Source: an optimization exercise on an open RTL-to-GDS flow (aim: a short achievable clock period and few clock cycles). Production flows keep margins and buffers that such runs may drop.
Function was checked by simulation only, so behaviour that the tests miss may differ from the original.
No activity file was given, so power comes from the tool's default toggle rates.

## fde_core
module fde_core (
    input  wire        clk,
    input  wire        rst,            
    input  wire [7:0]  key,            
    output wire [7:0]  mem_addr,
    output wire        mem_we,
    output wire [15:0] mem_wdata,
    input  wire [15:0] mem_rdata,
    output reg  [15:0] out_data,
    output reg         out_valid,
    output reg  [15:0] disp_data,
    output reg         disp_data_valid,
    output reg  [15:0] disp_ctrl,
    output reg         disp_ctrl_valid,
    output reg         halted,
    output reg  [1:0]  fault,
    output reg  [15:0] fault_info
);
    localparam [1:0] FAULT_NONE        = 2'd0;
    localparam [1:0] FAULT_INVALID_OP  = 2'd1;
    localparam [1:0] FAULT_ADDR_RANGE  = 2'd3;
    localparam [7:0] OP_NOP = 8'h00, OP_LDA = 8'h01, OP_ADD = 8'h02, OP_SUB = 8'h03,
                     OP_STA = 8'h04, OP_LDI = 8'h05, OP_JMP = 8'h06, OP_JC  = 8'h07,
                     OP_JZ  = 8'h08, OP_SHL = 8'h09, OP_SHR = 8'h0A, OP_KEY = 8'h0B,
                     OP_OUT = 8'h0E, OP_HLT = 8'h0F, OP_PSH = 8'h10, OP_POP = 8'h11,
                     OP_CAL = 8'h12, OP_RET = 8'h13, OP_LSP = 8'h14, OP_DSD = 8'h15,
                     OP_DSC = 8'h16;
    reg [7:0]  a_lo, a_h0, a_h1;
    reg        a_cs;
    wire [15:0] reg_a = {a_cs ? a_h1 : a_h0, a_lo};
    reg        carry;
    reg        zero;
    reg [3:0]  sp;
    reg [7:0]  ma;         
    reg        mw;         
    reg [7:0]  mwd_lo, mwd_h0, mwd_h1;    
    reg        mwd_cs;
    wire [15:0] mwd = {mwd_cs ? mwd_h1 : mwd_h0, mwd_lo};
    reg        pk_fetch;   
    wire [7:0] ma_p1 = ma + 8'd1;
    wire [7:0] ma_m1 = ma - 8'd1;
    assign mem_addr  = ma;
    assign mem_we    = mw;
    assign mem_wdata = mwd;
    reg        have;
    reg [7:0]  ir_op;
    reg [7:0]  ir_opd;
    reg [7:0]  nseq;       
    reg [7:0]  nseq_p1;    
    reg d_lda, d_add, d_sub, d_sta, d_psh, d_pop, d_cal, d_ret;
  ...
clock: 7.0 ns
lec_check: 0
abc_clock_period_in_ps: 2500
cap_margin: 20
core_margin: 2
core_utilization: 40
place_density: 0.6
setup_slack_margin: 4.3
slew_margin: 20
tns_end_percent: 5
run.sh (not shown) runs the stock make flow with config.mk's settings and CLKGATE_MAP_FILE= SYNTH_SCRIPT=/design/flow/synth_recipe.tcl, a recipe that flattens the netlist after the stock synthesis.
Testbench counts at the start, summed over its fixed seeds: cycles 20,098.
Rerun with:
- TNS_END_PERCENT: 5 -> 100
Outcome:
- via count came out higher by a little under a tenth
- worst hold slack hardly moves
- synthesized area does not change
- die area does not change
- cell count came out higher by a few percent
- wire length came out higher by about a fifth

---

fde_core, a different RTL version from the one above (not shown whole).
Size: ~830 flip-flops, ~120 I/O pins.
## fde_core
module fde_core (
    input  wire        clk,
    input  wire        rst,            
    input  wire [7:0]  key,            
    output wire [7:0]  mem_addr,
    output wire        mem_we,
    output wire [15:0] mem_wdata,
    input  wire [15:0] mem_rdata,
    output reg  [15:0] out_data,
    output reg         out_valid,
    output reg  [15:0] disp_data,
    output reg         disp_data_valid,
    output reg  [15:0] disp_ctrl,
    output reg         disp_ctrl_valid,
    output reg         halted,
    output reg  [1:0]  fault,
    output reg  [15:0] fault_info
);
    localparam [1:0] FAULT_NONE        = 2'd0;
    localparam [1:0] FAULT_INVALID_OP  = 2'd1;
    localparam [1:0] FAULT_ADDR_RANGE  = 2'd3;
    localparam [7:0] OP_NOP = 8'h00, OP_LDA = 8'h01, OP_ADD = 8'h02, OP_SUB = 8'h03,
                     OP_STA = 8'h04, OP_LDI = 8'h05, OP_JMP = 8'h06, OP_JC  = 8'h07,
                     OP_JZ  = 8'h08, OP_SHL = 8'h09, OP_SHR = 8'h0A, OP_KEY = 8'h0B,
                     OP_OUT = 8'h0E, OP_HLT = 8'h0F, OP_PSH = 8'h10, OP_POP = 8'h11,
                     OP_CAL = 8'h12, OP_RET = 8'h13, OP_LSP = 8'h14, OP_DSD = 8'h15,
                     OP_DSC = 8'h16;
    reg [15:0] reg_a;
    reg        carry;
    reg        zero;
    reg [3:0]  sp;
    reg [7:0]  ma;         
    reg        mw;         
    reg [15:0] mwd;        
    reg        pk_fetch;   
    wire [7:0] ma_p1 = ma + 8'd1;
    assign mem_addr  = ma;
    assign mem_we    = mw;
    assign mem_wdata = mwd;
    reg        have;
    reg [7:0]  ir_op;
    reg [7:0]  ir_opd;
    reg [7:0]  nseq;       
    reg [7:0]  nseq_p1;    
    reg d_lda, d_add, d_sub, d_sta, d_psh, d_pop, d_cal, d_ret;
    reg d_ldi, d_key, d_shl, d_shr, d_out, d_dsd, d_dsc, d_lsp, d_hlt, d_bad;
    reg d_jc, d_jz;
  ...
==> flow/config.mk <==
export PLATFORM = sky130hd
export DESIGN_NAME = fde_core
export DESIGN_NICKNAME = fde_core
export VERILOG_FILES = /design/flow/design.v
export SDC_FILE = /design/flow/constraint.sdc
export NUM_CORES = 4
export LEC_CHECK = 0
export ABC_CLOCK_PERIOD_IN_PS = 1500
export CAP_MARGIN = 20
export CORE_MARGIN = 2
export CORE_UTILIZATION = 40
export PLACE_DENSITY = 0.6
export SETUP_SLACK_MARGIN = 4.5
export SLEW_MARGIN = 20
export TNS_END_PERCENT = 30
==> flow/constraint.sdc <==
create_clock -name core_clock -period 7.0 [get_ports {clk}]
set_input_delay 1.4000 -clock core_clock [delete_from_list [all_inputs] [get_ports {clk}]]
set_output_delay 1.4000 -clock core_clock [all_outputs]
set_load 0.01 [all_outputs]
Testbench counts at the start, summed over its fixed seeds: cycles 20,098.
==> next run, changes <==
--- a/flow/config.mk
+++ b/flow/config.mk
@@ -8 +8 @@
-export ABC_CLOCK_PERIOD_IN_PS = 1500
+export ABC_CLOCK_PERIOD_IN_PS = 2500
@@ -13 +13 @@
-export SETUP_SLACK_MARGIN = 4.5
+export SETUP_SLACK_MARGIN = 4.3
@@ -15 +15 @@
-export TNS_END_PERCENT = 30
+export TNS_END_PERCENT = 100
After rerunning:
- worst setup slack is worse by 0.0061 ns
- global-route usage came out higher by 1.7 points
- total power rises by 3.9%
- wire length grows by 2.9%
- non-clock buffer count is lower by 70
- register-to-register slack got worse by 0.09 ns
- maximum frequency is about the same
- area after synthesis stays the same
- clock skew falls by 0.014 ns

---

Another version of the RTL of fde_core (not shown whole).
Size in the first run: ~3000 cells after synthesis, ~39000 sq um of cells after synthesis.
Settings: LEC_CHECK=0, ABC_CLOCK_PERIOD_IN_PS=1500, CAP_MARGIN=20, CORE_MARGIN=2, CORE_UTILIZATION=55, PLACE_DENSITY=0.75, SETUP_SLACK_MARGIN=4.6, SLEW_MARGIN=20, TNS_END_PERCENT=100; clock period 7.0 ns.
Testbench counts at the start, summed over its fixed seeds: cycles 20,098.
Change:
- ABC_CLOCK_PERIOD_IN_PS: 1500 -> 2500
- CORE_UTILIZATION: 55 -> 40
- PLACE_DENSITY: 0.75 -> 0.6
- SETUP_SLACK_MARGIN: 4.6 -> 4.3
The new run produced a clean layout.
Die area climbs by 37%.
Setup slack gets worse by 65 ps.
Clock power fell by 5.0%.
Wire length came out lower by 4.8%.
Cell count came out higher by 5.7%.
Flip-flop and latch count is unchanged.
Sequential share of layout area came out higher by 1.7 points.
Final area went down by 4.0%.
Via count decreases by 6.6%.
Count of clock-buffer cells in the layout grows by 12.
Change:
- ABC_CLOCK_PERIOD_IN_PS: 2500 -> 1500
- CORE_UTILIZATION: 40 -> 55
- PLACE_DENSITY: 0.6 -> 0.75
- SETUP_SLACK_MARGIN: 4.3 -> 4.8
After rerunning: First-iteration DRC count increases by 54%; setup slack loses 11 ps; fmax decreases by 0.36%; power increases by 7.0%; via count increases by 11%; synthesized area stays the same; sequential power stays flat.
Change:
- ABC_CLOCK_PERIOD_IN_PS: 1500 -> 2000
- SETUP_SLACK_MARGIN: 4.8 -> 4.6
The new run completed without violations.
Global-route usage increases by 0.18 points.
Sequential power barely changes.
Synthesized cell count does not change.
Core utilization decreases by 3.9 points.
Via count decreases by 3.3%.
Final cell count decreases by 2.6%.
Area after synthesis is unchanged.

---

fde_core again, from the RTL that the note above started with.
==> flow/design.v (excerpt) <==
module fde_core (
    input  wire        clk,
    input  wire        rst,            
    input  wire [7:0]  key,            
    output wire [7:0]  mem_addr,
    output wire        mem_we,
    output wire [15:0] mem_wdata,
    input  wire [15:0] mem_rdata,
    output reg  [15:0] out_data,
    output reg         out_valid,
    output reg  [15:0] disp_data,
    output reg         disp_data_valid,
    output reg  [15:0] disp_ctrl,
    output reg         disp_ctrl_valid,
    output reg         halted,
    output reg  [1:0]  fault,
    output reg  [15:0] fault_info
);
==> flow/config.mk <==
export PLATFORM = sky130hd
export DESIGN_NAME = fde_core
export DESIGN_NICKNAME = fde_core
export VERILOG_FILES = /design/flow/design.v
export SDC_FILE = /design/flow/constraint.sdc
export NUM_CORES = 4
export LEC_CHECK = 0
export ABC_CLOCK_PERIOD_IN_PS = 2500
export CAP_MARGIN = 20
export CORE_MARGIN = 2
export CORE_UTILIZATION = 55
export CTS_CLUSTER_DIAMETER = 60
export CTS_CLUSTER_SIZE = 30
export PLACE_DENSITY = 0.75
export SETUP_SLACK_MARGIN = 4.3
export SLEW_MARGIN = 20
export TNS_END_PERCENT = 100
==> flow/constraint.sdc <==
create_clock -name core_clock -period 7.0 [get_ports {clk}]
set_input_delay 1.4000 -clock core_clock [delete_from_list [all_inputs] [get_ports {clk}]]
set_output_delay 1.4000 -clock core_clock [all_outputs]
set_load 0.01 [all_outputs]
The baseline finished clean.
Testbench counts at the start, summed over its fixed seeds: cycles 20,098.
Change:
Settings changed: CTS_CLUSTER_DIAMETER 60 to not set, CTS_CLUSTER_SIZE 30 to not set.
After rerunning: Global-route usage rose by 0.37 points. Register-to-register slack stays flat. Cell area rises by 1.2%. Non-clock buffer count went down by 11. Wire length increases by 0.71%. Die area does not change. Hold slack loses 8.5 ps. Critical path depth is unchanged. Utilization is higher by 0.78 points. Combinational power fell by about 2%.

[port drivers added, routing unchanged]
The results above use ideal ports. As a check the final layouts listed here were re-extracted and re-timed, cells and wires unchanged. Step 1 assumes that a clkbuf_16 drives the clock port and a buf_2 every other input. Step 2, shift: input delay + t, output delay - t, t = (earliest + latest rising clock arrival at the registers) / 2. This alone moves slack from input paths to output paths. Slacks: ideal ports / drivers / drivers and shift; pairs: ideal ports / drivers.
run	shift t [ns]	setup WS [ns]	worst setup path at the end
the first run of note 1	0.730	3.830 / 3.782 / 3.372	input to register
the second run of note 1	0.755	3.832 / 3.795 / 3.485	input to register
the first run of note 2	0.735	3.687 / 3.703 / 2.968	input to register
the second run of note 2	0.727	3.681 / 3.710 / 2.983	input to register
the first run of note 3	0.714	4.009 / 3.945 / 3.546	input to register
the second run of note 3	0.733	3.944 / 3.882 / 3.578	input to register
the third run of note 3	0.728	3.933 / 3.866 / 3.478	input to register
the fourth run of note 3	0.714	4.009 / 3.945 / 3.546	input to register
the first run of note 4	0.712	3.931 / 3.871 / 3.506	input to register
the second run of note 4	0.714	3.956 / 3.892 / 3.530	input to register
After both steps every run listed still meets setup and hold. The setup slack of the first run of note 2, which loses most, moves by +0.016 ns with the drivers and by -0.719 ns with both steps.
